From an optimization exercise on the open Yosys and OpenROAD flow, aimed at a short achievable clock period, few clock cycles and low power; shortcuts taken in it are not production practice. Only simulation tests tie the RTL to the original design; equivalence was not proved.

==> 12-03 <==
Design rast1, start of the top module:
module rast1 (
    input             clk,
    input             rst,
    input             host_valid,
    input             host_we,
    input      [2:0]  host_addr,       
    input      [31:0] host_wdata,
    output reg        host_ready,
    output     [31:0] host_rdata,
    output            mem_valid,
    output reg        mem_we,
    output     [31:0] mem_addr,
    output reg [7:0]  mem_wdata,
    input             mem_ready,
    input      [7:0]  mem_rdata,
    input             mem_err
);
clock: 10.0 ns
lec_check: 0
cap_margin: 20
core_margin: 2
core_utilization: 40
place_density: 0.6
slew_margin: 20
standard.sh (not shown) runs the stock make flow with config.mk's settings and CLKGATE_MAP_FILE= SYNTH_SCRIPT=/design/flow/synth_recipe.tcl, a recipe that flattens the netlist after the stock synthesis.
==> flow/flow/run.sh <==
#!/bin/bash
# The standard layout with two changes to how it is made:
# - clock tree synthesis adds no dummy loads (cells hung on clock nets only to
#   balance them) and clusters the flip-flops under clkbuf_16 leaf buffers, at most 15 each;
# - timing repair aims for 7 ns of setup slack instead of 0.
# The SDC, the die and every other step are the standard flow's.
# Each tool's output goes to the ORFS logs and to standard.log here.
set -euo pipefail
export CTS_ARGS="-sink_clustering_enable -repair_clock_nets -dont_use_dummy_load -buf_list {sky130_fd_sc_hd__clkbuf_16} -sink_clustering_size 15 -sink_clustering_max_diameter 80"
bash standard.sh SETUP_SLACK_MARGIN=7 finish > standard.log 2>&1
==> 03-16 (differences from 12-03) <==
--- a/flow/design.v
+++ b/flow/design.v
@@ -28,26 +28,27 @@
     reg [2:0]  state;           
     wire       st_idle  = state[0];
     wire       st_setup = state[1];
     assign     mem_valid = state[2];    
     reg [31:0] fp;              
     reg [31:0] bp;              
+    reg        bsel;            
     reg [6:0]  hj;              
     reg [2:0]  lo_b;            
     reg [2:0]  hi_b;            
     reg [8:0]  rows_left;
     reg [6:0]  bcnt;            
     reg [2:0]  phase;           
+    reg [3:0]  p;               
     reg [31:0] sreg;            
     reg [23:0] fbq;             
-    assign mem_addr   = fp;
+    assign mem_addr   = bsel ? bp : fp;
     assign host_rdata = sreg;
     wire first = phase[0];
     wire t1    = hj[0];
     wire t2    = hj[1];
-    wire [3:0] p = hj[5:2];    
     function legal;
         input [31:0] c;
         legal = (c[31:8] == 24'd0) &&
                 ((c[3:0] <= 4'd4 && c[7:4] == 4'd0) ||
                  (c[3:0] == 4'd5 && c[5:4] != 2'd3) ||
                  (c[3:0] == 4'd6 && c[5:4] != 2'd3 && c[7:6] == 2'd0));
@@ -74,21 +75,21 @@
     wire               hl_ok  = y_on && !hl_hi0[17] && (hl_lo0 < 18'sd640);
     wire [9:0]         hl_lo  = hl_lo0[17] ? 10'd0 : hl_lo0[9:0];
     wire [9:0]         hl_hi  = (hl_hi0 > 18'sd639) ? 10'd639 : hl_hi0[9:0];
     wire               rc_ok  = x_on && y_on && (x2 > 18'sd0) && (h > 18'sd0);
     wire signed [17:0] rc_xe  = x + x2 - 18'sd1;
     wire [9:0]         rc_hi  = (rc_xe > 18'sd639) ? 10'd639 : rc_xe[9:0];
-    wire signed [17:0] yh_n   = y + h;
-    wire signed [17:0] yh     = fbq[17:0];
-    wire               rl_in  = (yh < 18'sd400);
-    wire [8:0]         rl_a   = y[17] ? (yh[8:0] - 9'd1) : (arg1[24:16] - 9'd1);
+    wire signed [17:0] yh1    = y + h - 18'sd1;
+    wire               rl_in  = (yh1 < 18'sd399);
+    wire [8:0]         rl_a   = y[17] ? yh1[8:0] : (arg1[24:16] - 9'd1);
     wire [8:0]         rl_b   = y[17] ? 9'd399 : (9'd399 - arg1[8:0]);
     wire [8:0]         rl     = rl_in ? rl_a : rl_b;
-    wire               bl_yok = (h > 18'sd0) && (y < 18'sd400) && !yh[17] && (yh != 18'sd0);
+    wire               bl_yok = (h > 18'sd0) && (y < 18'sd400) && !yh1[17];
     wire               bl_xok = (w_wsel == 2'd0) ? (x > -18'sd8) :
                                 (w_wsel == 2'd1) ? (x > -18'sd16) : (x > -18'sd32);
+    wire               bl_ok  = bl_yok && bl_xok && (x < 18'sd640);
     wire               c_xok  = (wsel == 2'd0) ? (x > -18'sd8) :
                                 (wsel == 2'd1) ? (x > -18'sd16) : (x > -18'sd32);
     reg                go;      
     always @(*) begin
         case (cmd[3:0])
             4'd1:       go = x_on && y_on;
@@ -165,13 +166,13 @@
                           (~fj_lo[8] & fp_jmp[7]) ? fp_dn1 : fp[31:8], fj_lo[7:0]};
     wire [31:0] fp_1   = fp + 32'd1;
     wire [31:0] fp_sum = use_jmp ? fp_j : fp_1;
     wire [16:0] skip   = arg1[15] ? (17'd0 - {1'b1, arg1[15:0]}) : 17'd0;
     wire [19:0] bs_lo  = {1'b0, bm_base[18:0]} + {1'b0, bp[18:0]};
     wire [12:0] bm_up1 = bm_base[31:19] + 13'd1;
-    wire [31:0] bm_1st = {bs_lo[19] ? bm_up1 : bm_base[31:19], bs_lo[18:0]};
+    wire [31:0] bp_sum = st_setup ? {bs_lo[19] ? bm_up1 : bm_base[31:19], bs_lo[18:0]} : bp + 32'd1;
     wire [18:0] skip_w = (w_wsel == 2'd0) ? {2'd0, skip} :
                          (w_wsel == 2'd1) ? {1'd0, skip, 1'd0} : {skip, 2'd0};
     wire xfer = mem_ready;     
     always @(posedge clk) begin
         if (rst) begin
             fb_base    <= 32'd0;
@@ -183,26 +184,27 @@
             state      <= S_IDLE;
             host_ready <= 1'b0;
             mem_we     <= 1'b0;
             mem_wdata  <= 8'd0;
             fp         <= 32'd0;
             bp         <= 32'd0;
+            bsel       <= 1'b0;
             hj         <= 7'd0;
             lo_b       <= 3'd0;
             hi_b       <= 3'd0;
             rows_left  <= 9'd0;
             bcnt       <= 7'd0;
             phase      <= 3'd0;
+            p          <= 4'd0;
             sreg       <= 32'd0;
             fbq        <= 24'd0;
         end else begin
             host_ready <= 1'b0;
             if (st_idle) begin
                 fp <= fp_pre;
                 rows_left <= rl;
-                fbq[17:0] <= yh_n;
                 bp <= {13'd0, skip_w};
                 if (host_valid && !host_ready) begin
                     case (host_addr)
                         3'd0: sreg <= fb_base;
                         3'd1: sreg <= bm_base;
                         3'd2: sreg <= arg0;
@@ -230,18 +232,20 @@
                                 hj   <= hl_hi[9:3];  hi_b <= hl_hi[2:0];
                                 rows_left <= 9'd0;
                             end
                             4'd3, 4'd4: begin
                                 bcnt <= x[9:3];      lo_b <= x[2:0];
                                 hj   <= rc_hi[9:3];  hi_b <= rc_hi[2:0];
+                                rows_left <= rows_left;
                             end
                             4'd5, 4'd6: begin
                                 bcnt <= bl_j0;
                                 lo_b <= x[2:0];
                                 hi_b <= {1'b0, bl_m[4:3]};
                                 hj   <= {5'd0, (bl_m != 5'd0) && bl_in, !x[17]};
+                                rows_left <= rows_left;
                             end
                             default: ;
                         endcase
                     end else begin
                         if (host_we) begin
                             case (host_addr)
@@ -253,26 +257,27 @@
                             endcase
                         end
                         host_ready <= 1'b1;
                     end
                 end
             end else if (st_setup) begin
+                fp        <= fp_sum;
+                bp        <= bp_sum;
+                p         <= p_init;
                 state     <= go ? S_RUN : S_IDLE;
                 host_ready <= !go;
                 if (blit) begin
                     bcnt   <= 7'd0;
                     phase  <= P_BM;
-                    hj[5:2] <= p_init;
-                    fp     <= bm_1st;                 
-                    bp     <= fp_j;                   
+                    bsel   <= 1'b1;
                     mem_we <= 1'b0;
                 end else begin
                     bcnt   <= hj - bcnt;
                     hj     <= 7'd80 - hj + bcnt;      
                     phase  <= 3'd1;                   
-                    fp     <= fp_j;                   
+                    bsel   <= 1'b0;
                     mem_we <= (lo_b == 3'd0) && (hj != bcnt || hi_b == 3'd7);
                     mem_wdata <= span_clr ? 8'h00 : 8'hFF;
                 end
             end else begin     
                 if (xfer) begin
                     if (mem_err) begin
@@ -305,51 +310,50 @@
                             case (bcnt[1:0])
                                 2'd0: sreg[31:24] <= mem_rdata;
                                 2'd1: sreg[23:16] <= mem_rdata;
                                 2'd2: sreg[15:8]  <= mem_rdata;
                                 default: sreg[7:0] <= mem_rdata;
                             endcase
+                            bp <= bp_sum;
                             if (c_last) begin
                                 bcnt  <= 7'd0;
                                 phase <= t1 ? P_T1R : P_T2R;
-                                fp    <= bp;              
-                                bp    <= fp_1;            
+                                bsel  <= 1'b0;
                             end else begin
                                 bcnt  <= bcnt + 7'd1;
-                                fp    <= fp_1;
                             end
                         end else if (!phase[1]) begin
                             fp <= fp_sum;
                             if (c_last) begin
                                 bcnt      <= 7'd0;
                                 phase[1]  <= 1'b1;
                                 mem_we    <= 1'b1;
                                 mem_wdata <= merged;
-                                hj[5:2]   <= p + 4'd1;
+                                p         <= p + 4'd1;
                             end else begin
                                 bcnt  <= bcnt + 7'd1;
                             end
                         end else begin
                             if (!c_last) begin
                                 fp        <= fp_sum;
                                 bcnt      <= bcnt + 7'd1;
                                 mem_wdata <= merged;
-                                hj[5:2]   <= p + 4'd1;
+                                p         <= p + 4'd1;
                             end else begin
                                 bcnt <= 7'd0;
                                 if (phase == P_T1W && t2) begin
                                     fp     <= fp_sum;
                                     phase  <= P_T2R;
                                     mem_we <= 1'b0;
                                 end else if (rows_left != 9'd0) begin
-                                    fp        <= bp;          
-                                    bp        <= fp_j;        
+                                    fp        <= fp_sum;
                                     rows_left <= rows_left - 9'd1;
                                     phase     <= P_BM;
+                                    bsel      <= 1'b1;
                                     mem_we    <= 1'b0;
-                                    hj[5:2]   <= p_init;
+                                    p         <= p_init;
                                 end else begin
                                                             host_ready <= 1'b1;
                                     state      <= S_IDLE;
                                 end
                             end
                         end
==> flow/config.mk (replaced) <==
export PLATFORM = sky130hd
export DESIGN_NAME = rast1
export DESIGN_NICKNAME = rast1
export VERILOG_FILES = /design/flow/design.v
export SDC_FILE = /design/flow/constraint.sdc
export NUM_CORES = 4
export LEC_CHECK = 0
export CAP_MARGIN = 20
export CORE_MARGIN = 2
export CORE_UTILIZATION = 45
export PLACE_DENSITY = 0.62
export SLEW_MARGIN = 20
==> 04-18 (differences from 12-03) <==
--- a/flow/design.v
+++ b/flow/design.v
@@ -35,12 +35,13 @@
     reg [2:0]  lo_b;            
     reg [2:0]  hi_b;            
     reg [8:0]  rows_left;
     reg [6:0]  bcnt;            
     reg [2:0]  phase;           
     reg [31:0] sreg;            
+    reg [7:0]  tail;            
     reg [23:0] fbq;             
     assign mem_addr   = fp;
     assign host_rdata = sreg;
     wire first = phase[0];
     wire t1    = hj[0];
     wire t2    = hj[1];
@@ -54,13 +55,13 @@
     endfunction
     wire [3:0] w_op    = host_wdata[3:0];
     wire [1:0] w_wsel  = host_wdata[5:4];
     wire       w_legal = legal(host_wdata);
     wire       st_ill  = !legal(cmd);
     wire [1:0] wsel  = cmd[5:4];
-    wire       blit  = cmd[2] & (cmd[0] | cmd[1]);         
+    reg        blit;                                        
     wire       andn  = cmd[2] & ~cmd[0];                   
     wire       span_clr = cmd[2] & ~cmd[1] & ~cmd[0];      
     wire [1:0] nm1   = (wsel == 2'd0) ? 2'd0 : (wsel == 2'd1) ? 2'd1 : 2'd3;   
     wire [3:0] nb4   = {2'd0, nm1} + 4'd1;                                     
     wire signed [17:0] x  = {{2{arg0[15]}}, arg0[15:0]};
     wire signed [17:0] x2 = {{2{arg0[31]}}, arg0[31:16]};
@@ -95,45 +96,40 @@
             4'd2:       go = hl_ok;
             4'd3, 4'd4: go = rc_ok;
             4'd5, 4'd6: go = bl_yok && c_xok && (x < 18'sd640);
             default:    go = 1'b0;
         endcase
     end
+    wire               go_l   = !st_ill && go;    
     wire               bl_in  = (w_wsel == 2'd0) ? (x < 18'sd632) :
                                 (w_wsel == 2'd1) ? (x < 18'sd624) : (x < 18'sd608);
     wire [4:0]         bl_m   = {(w_wsel[1] ? x[4] : 1'b0), (w_wsel != 2'd0 ? x[3] : 1'b0), x[2:0]};
     wire [6:0]         bl_j0  = x[17] ? 7'd0 :
                                 {x[9:5], (w_wsel[1] ? 1'b0 : x[4]), (w_wsel != 2'd0 ? 1'b0 : x[3])};
     wire [7:0] mk_lo = first ? (8'hFF >> lo_b) : 8'hFF;
     wire [7:0] mk_hi = (bcnt == 7'd0) ? (8'hFF << (3'd7 - hi_b)) : 8'hFF;
     wire [7:0] sp_mk = mk_lo & mk_hi;
     wire [3:0] p_init = t1 ? (4'd0 - {2'd0, hi_b[1:0]}) : (nb4 - {2'd0, hi_b[1:0]});
-    wire [3:0] pm1    = p - 4'd1;
-    wire       vcur   = !p[3]   && (p[2:0]   <= {1'b0, nm1});
-    wire       vprev  = !pm1[3] && (pm1[2:0] <= {1'b0, nm1});
-    reg  [7:0] scur, sprev;
+    wire       vcur   = !p[3] && (p[2:0] <= {1'b0, nm1});       
+    wire       vend   = (p == nb4);                             
+    reg  [7:0] scur;
     always @(*) begin
         case (p[1:0])
             2'd0: scur = sreg[31:24];
             2'd1: scur = sreg[23:16];
             2'd2: scur = sreg[15:8];
             default: scur = sreg[7:0];
         endcase
-        case (pm1[1:0])
-            2'd0: sprev = sreg[31:24];
-            2'd1: sprev = sreg[23:16];
-            2'd2: sprev = sreg[15:8];
-            default: sprev = sreg[7:0];
-        endcase
-        if (!vcur)  scur  = 8'd0;
-        if (!vprev) sprev = 8'd0;
     end
-    wire [15:0] sfun  = {sprev, scur} >> lo_b;
     wire [7:0] mr     = 8'hFF >> lo_b;
-    wire [7:0] s_bl   = sfun[7:0];
-    wire [7:0] f_bl   = (vcur ? mr : 8'd0) | (vprev ? ~mr : 8'd0);
+    wire [7:0] s_bl   = vcur ? scur : vend ? tail : 8'd0;
+    wire [7:0] f_bl   = vcur ? ((p == 4'd0) ? mr : 8'hFF) : vend ? ~mr : 8'd0;
+    wire [7:0] bm_u   = mem_rdata >> lo_b;
+    wire [15:0] bm_w  = {mem_rdata, 8'd0} >> lo_b;
+    wire [7:0] bm_v   = bm_w[7:0];
+    wire [7:0] bm_t   = bm_u | ((bcnt[1:0] == 2'd0) ? 8'd0 : tail);
     wire [7:0] fbb = (wsel == 2'd0) ? mem_rdata : (wsel == 2'd1) ? fbq[7:0] : fbq[23:16];
     wire [7:0] s_b = blit ? s_bl : (mem_we ? 8'hFF : sp_mk);
     reg  [7:0] merged;
     always @(*) begin
         if (andn)
             merged = fbb & ~s_b;
@@ -150,24 +146,22 @@
     wire [31:0] fp_row = {fr_lo[12] ? fb_up1 : fb_base[31:16], fr_lo[11:0], fb_base[3:0]};
     wire [31:0] fp_pre = arg1[15] ? fb_base : fp_row;
     wire [6:0]  sp_inc = hj;                                   
     wire [6:0]  bl_inc = (t1 & t2) ? ((wsel == 2'd0) ? 7'd79 : (wsel == 2'd1) ? 7'd77 : 7'd73)
                                    : ((wsel == 2'd0) ? 7'd80 : (wsel == 2'd1) ? 7'd79 : 7'd77);
     wire        c_last = (bcnt[1:0] == nm1);
-    wire [7:0]  fp_jmp = st_setup ? {1'b0, bcnt} :
-                         !blit    ? {1'b0, sp_inc} :
-                         phase[1] ? {1'b0, bl_inc} : -{6'd0, nm1};
-    wire        use_jmp = st_setup ||
-                          (blit ? (c_last && !(phase == P_T1W && t2)) : (bcnt == 7'd0));
-    wire [8:0]  fj_lo  = {1'b0, fp[7:0]} + {1'b0, fp_jmp};
     wire [23:0] fp_up1 = fp[31:8] + 24'd1;
     wire [23:0] fp_dn1 = fp[31:8] - 24'd1;
-    wire [31:0] fp_j   = {(fj_lo[8] & ~fp_jmp[7]) ? fp_up1 :
-                          (~fj_lo[8] & fp_jmp[7]) ? fp_dn1 : fp[31:8], fj_lo[7:0]};
+    wire [6:0]  fa_k   = st_setup ? bcnt : hj;                 
+    wire [8:0]  fa_lo  = {1'b0, fp[7:0]} + {2'd0, fa_k};
+    wire [31:0] fp_a   = {fa_lo[8] ? fp_up1 : fp[31:8], fa_lo[7:0]};
+    wire [8:0]  fb_lo  = {1'b0, fp[7:0]} - {7'd0, nm1};        
+    wire [31:0] fp_b   = {fb_lo[8] ? fp_dn1 : fp[31:8], fb_lo[7:0]};
+    wire [8:0]  fr_lo2 = {1'b0, fp[7:0]} + {2'd0, bl_inc};     
+    wire [31:0] fp_r   = {fr_lo2[8] ? fp_up1 : fp[31:8], fr_lo2[7:0]};
     wire [31:0] fp_1   = fp + 32'd1;
-    wire [31:0] fp_sum = use_jmp ? fp_j : fp_1;
     wire [16:0] skip   = arg1[15] ? (17'd0 - {1'b1, arg1[15:0]}) : 17'd0;
     wire [19:0] bs_lo  = {1'b0, bm_base[18:0]} + {1'b0, bp[18:0]};
     wire [12:0] bm_up1 = bm_base[31:19] + 13'd1;
     wire [31:0] bm_1st = {bs_lo[19] ? bm_up1 : bm_base[31:19], bs_lo[18:0]};
     wire [18:0] skip_w = (w_wsel == 2'd0) ? {2'd0, skip} :
                          (w_wsel == 2'd1) ? {1'd0, skip, 1'd0} : {skip, 2'd0};
@@ -191,19 +185,25 @@
             hi_b       <= 3'd0;
             rows_left  <= 9'd0;
             bcnt       <= 7'd0;
             phase      <= 3'd0;
             sreg       <= 32'd0;
             fbq        <= 24'd0;
+            tail       <= 8'd0;
+            blit       <= 1'b0;
         end else begin
             host_ready <= 1'b0;
             if (st_idle) begin
                 fp <= fp_pre;
                 rows_left <= rl;
                 fbq[17:0] <= yh_n;
                 bp <= {13'd0, skip_w};
+                bcnt <= hl_lo[9:3];  lo_b <= hl_lo[2:0];
+                hj   <= hl_hi[9:3];  hi_b <= hl_hi[2:0];
+                tail[6:0]   <= rc_hi[9:3];
+                fbq[20:18]  <= rc_hi[2:0];
                 if (host_valid && !host_ready) begin
                     case (host_addr)
                         3'd0: sreg <= fb_base;
                         3'd1: sreg <= bm_base;
                         3'd2: sreg <= arg0;
                         3'd3: sreg <= arg1;
@@ -212,30 +212,26 @@
                         3'd6: sreg <= {16'd400, 16'd640};
                         default: sreg <= 32'd0;
                     endcase
                     if (host_we && host_addr == 3'd4) begin
                         cmd    <= host_wdata;
                         st_err <= 1'b0;
-                        if (w_legal)
-                            state <= S_SETUP;
-                        else
-                            host_ready <= 1'b1;
+                        blit   <= host_wdata[2] & (host_wdata[1] | host_wdata[0]);
+                        state  <= S_SETUP;              
                         case (w_op)
                             4'd1: begin
                                 bcnt <= x[9:3];  lo_b <= x[2:0];
                                 hj   <= x[9:3];  hi_b <= x[2:0];
-                                rows_left <= 9'd0;
                             end
                             4'd2: begin
-                                bcnt <= hl_lo[9:3];  lo_b <= hl_lo[2:0];
-                                hj   <= hl_hi[9:3];  hi_b <= hl_hi[2:0];
-                                rows_left <= 9'd0;
+                                bcnt <= bcnt;  lo_b <= lo_b;
+                                hj   <= hj;    hi_b <= hi_b;
                             end
                             4'd3, 4'd4: begin
-                                bcnt <= x[9:3];      lo_b <= x[2:0];
-                                hj   <= rc_hi[9:3];  hi_b <= rc_hi[2:0];
+                                bcnt <= x[9:3];     lo_b <= x[2:0];
+                                hj   <= tail[6:0];  hi_b <= fbq[20:18];
                             end
                             4'd5, 4'd6: begin
                                 bcnt <= bl_j0;
                                 lo_b <= x[2:0];
                                 hi_b <= {1'b0, bl_m[4:3]};
                                 hj   <= {5'd0, (bl_m != 5'd0) && bl_in, !x[17]};
@@ -253,109 +249,113 @@
                             endcase
                         end
                         host_ready <= 1'b1;
                     end
                 end
             end else if (st_setup) begin
-                state     <= go ? S_RUN : S_IDLE;
-                host_ready <= !go;
+                state     <= go_l ? S_RUN : S_IDLE;
+                host_ready <= !go_l;
                 if (blit) begin
                     bcnt   <= 7'd0;
                     phase  <= P_BM;
                     hj[5:2] <= p_init;
                     fp     <= bm_1st;                 
-                    bp     <= fp_j;                   
+                    bp     <= fp_a;                   
                     mem_we <= 1'b0;
                 end else begin
+                    if (!cmd[2] && (cmd[1] ^ cmd[0]))  
+                        rows_left <= 9'd0;
                     bcnt   <= hj - bcnt;
                     hj     <= 7'd80 - hj + bcnt;      
                     phase  <= 3'd1;                   
-                    fp     <= fp_j;                   
+                    fp     <= fp_a;                   
                     mem_we <= (lo_b == 3'd0) && (hj != bcnt || hi_b == 3'd7);
                     mem_wdata <= span_clr ? 8'h00 : 8'hFF;
                 end
             end else begin     
                 if (xfer) begin
-                    if (mem_err) begin
-                                    st_err     <= 1'b1;
-                        host_ready <= 1'b1;
-                        state      <= S_IDLE;
-                    end else if (!blit) begin
+                    if (!blit) begin
                         mem_wdata <= merged;
                         if (!mem_we) begin
                             mem_we <= 1'b1;
                         end else if (bcnt != 7'd0) begin
-                            fp     <= fp_sum;
+                            fp     <= fp_1;
                             bcnt   <= bcnt - 7'd1;
                             phase  <= 3'd0;
                             mem_we <= !(bcnt == 7'd1 && hi_b != 3'd7);
                         end else if (rows_left != 9'd0) begin
-                            fp        <= fp_sum;
+                            fp        <= fp_a;
                             bcnt      <= 7'd80 - hj;
                             phase     <= 3'd1;
                             rows_left <= rows_left - 9'd1;
                             mem_we    <= (lo_b == 3'd0) && (hj != 7'd80 || hi_b == 3'd7);
                         end else begin
-                                            host_ready <= 1'b1;
+                            host_ready <= 1'b1;
                             state      <= S_IDLE;
                         end
                     end else begin
                         if (phase[0])
                             fbq <= {fbq[15:0], mem_rdata};
                         if (!phase[0]) begin
                             case (bcnt[1:0])
-                                2'd0: sreg[31:24] <= mem_rdata;
-                                2'd1: sreg[23:16] <= mem_rdata;
-                                2'd2: sreg[15:8]  <= mem_rdata;
-                                default: sreg[7:0] <= mem_rdata;
+                                2'd0: sreg[31:24] <= bm_t;
+                                2'd1: sreg[23:16] <= bm_t;
+                                2'd2: sreg[15:8]  <= bm_t;
+                                default: sreg[7:0] <= bm_t;
                             endcase
+                            tail <= bm_v;
                             if (c_last) begin
                                 bcnt  <= 7'd0;
                                 phase <= t1 ? P_T1R : P_T2R;
                                 fp    <= bp;              
                                 bp    <= fp_1;            
                             end else begin
                                 bcnt  <= bcnt + 7'd1;
                                 fp    <= fp_1;
                             end
                         end else if (!phase[1]) begin
-                            fp <= fp_sum;
+                            fp <= c_last ? fp_b : fp_1;
                             if (c_last) begin
                                 bcnt      <= 7'd0;
                                 phase[1]  <= 1'b1;
                                 mem_we    <= 1'b1;
                                 mem_wdata <= merged;
                                 hj[5:2]   <= p + 4'd1;
                             end else begin
                                 bcnt  <= bcnt + 7'd1;
                             end
                         end else begin
                             if (!c_last) begin
-                                fp        <= fp_sum;
+                                fp        <= fp_1;
                                 bcnt      <= bcnt + 7'd1;
                                 mem_wdata <= merged;
                                 hj[5:2]   <= p + 4'd1;
                             end else begin
                                 bcnt <= 7'd0;
                                 if (phase == P_T1W && t2) begin
-                                    fp     <= fp_sum;
+                                    fp     <= fp_1;
                                     phase  <= P_T2R;
                                     mem_we <= 1'b0;
                                 end else if (rows_left != 9'd0) begin
                                     fp        <= bp;          
-                                    bp        <= fp_j;        
+                                    bp        <= fp_r;        
                                     rows_left <= rows_left - 9'd1;
                                     phase     <= P_BM;
                                     mem_we    <= 1'b0;
                                     hj[5:2]   <= p_init;
                                 end else begin
-                                                            host_ready <= 1'b1;
+                                    host_ready <= 1'b1;
                                     state      <= S_IDLE;
                                 end
                             end
                         end
                     end
+                    if (mem_err) begin
+                        st_err     <= 1'b1;
+                        host_ready <= 1'b1;
+                        state      <= S_IDLE;
+                    end
                 end
             end
         end
     end
 endmodule
==> flow/flow/run.sh (replaced) <==
#!/bin/bash
# The standard layout with two changes to how it is made:
# - clock tree synthesis adds no dummy loads (cells hung on clock nets only to
#   balance them) and clusters the flip-flops under clkbuf_16 leaf buffers, at most 20 each;
# - timing repair aims for 7 ns of setup slack instead of 0.
# The SDC, the die and every other step are the standard flow's.
# Each tool's output goes to the ORFS logs and to standard.log here.
set -euo pipefail
export CTS_ARGS="-sink_clustering_enable -repair_clock_nets -dont_use_dummy_load -buf_list {sky130_fd_sc_hd__clkbuf_16} -sink_clustering_size 20 -sink_clustering_max_diameter 80"
bash standard.sh SETUP_SLACK_MARGIN=7 finish > standard.log 2>&1
==> results.sh <==
export IMPL_post_cts_buffers=243
export IMPL_post_drt_wl_per_cell_um=29.8
export IMPL_status="complete, no violations"
export IMPL_buffer_area_share_pct=14.6
export IMPL_track_usage_pct=39.7
export IMPL_reg2reg_from="fp[10]"
export IMPL_wl_um=159000
export IMPL_nWellTaps=959
# the run above: 04-18

==> results.sh <==
export IMPL_die_h_um=249
export IMPL_track_usage_pct=37.6
export IMPL_maxCapViolCount=0
export IMPL_finalCritPeriodShare_pct=38.3
export IMPL_dieArea_um2=61900
export IMPL_post_drt_wl_per_cell_um=26.4
export IMPL_vias_per_cell=6.48
export IMPL_combPwrFrac_pct=22.4
export IMPL_met1_length_um=49000
export IMPL_cp_required_ps=8000
export IMPL_wl_um=128000
export IMPL_reg2reg_from="arg1[18]"
export IMPL_final_common_cell="nand2_1"
export IMPL_status="complete, no violations"
export IMPL_post_cts_buffers=213
# the run above: 03-16

==> results.sh <==
export IMPL_track_usage_pct=37.0
export IMPL_post_cts_buffers=257
export IMPL_nWellTaps=873
export IMPL_buffer_area_share_pct=15.1
export IMPL_post_drt_wl_per_cell_um=28.4
export IMPL_reg2reg_from="cmd[1]"
export IMPL_wl_um=140000
export IMPL_status="complete, no violations"
# the run above: 12-03

Testbench counts of 12-03, summed over its fixed seeds: cycles 175,830.
Testbench counts of 03-16, summed over its fixed seeds: cycles 175,830.
Testbench counts of 04-18, summed over its fixed seeds: cycles 175,830.

[re-timing with driven ports]
In the flow no input, the clock included, has a driving cell. The finished layouts below were timed again as built, in two steps.
Step 1: set_driving_cell puts a clkbuf_16 on clk and a buf_2 on each other input, an assumption about the parent block.
Step 2 also shifts input and output timing later by t, the mid clock arrival at the registers, as if the neighbouring blocks saw the same clock.
Slacks: ideal / step 1 / step 2; pairs: ideal / step 1.
| run | shift t [ns] | setup WS [ns] | slew at the worst register clock pin (ns) |
|---|---|---|---|
| 12-03 | 0.623 | 6.102 / 6.102 / 5.907 | 0.08 / 0.08 |
| 03-16 | 0.658 | 6.171 / 6.098 / 5.727 | 0.08 / 0.08 |
| 04-18 | 0.679 | 6.542 / 6.553 / 5.874 | 0.09 / 0.09 |
After both steps every run listed still meets setup and hold. For 04-18, which loses most, drivers alone change the setup slack by +0.011 ns; drivers and shift together by -0.668 ns.
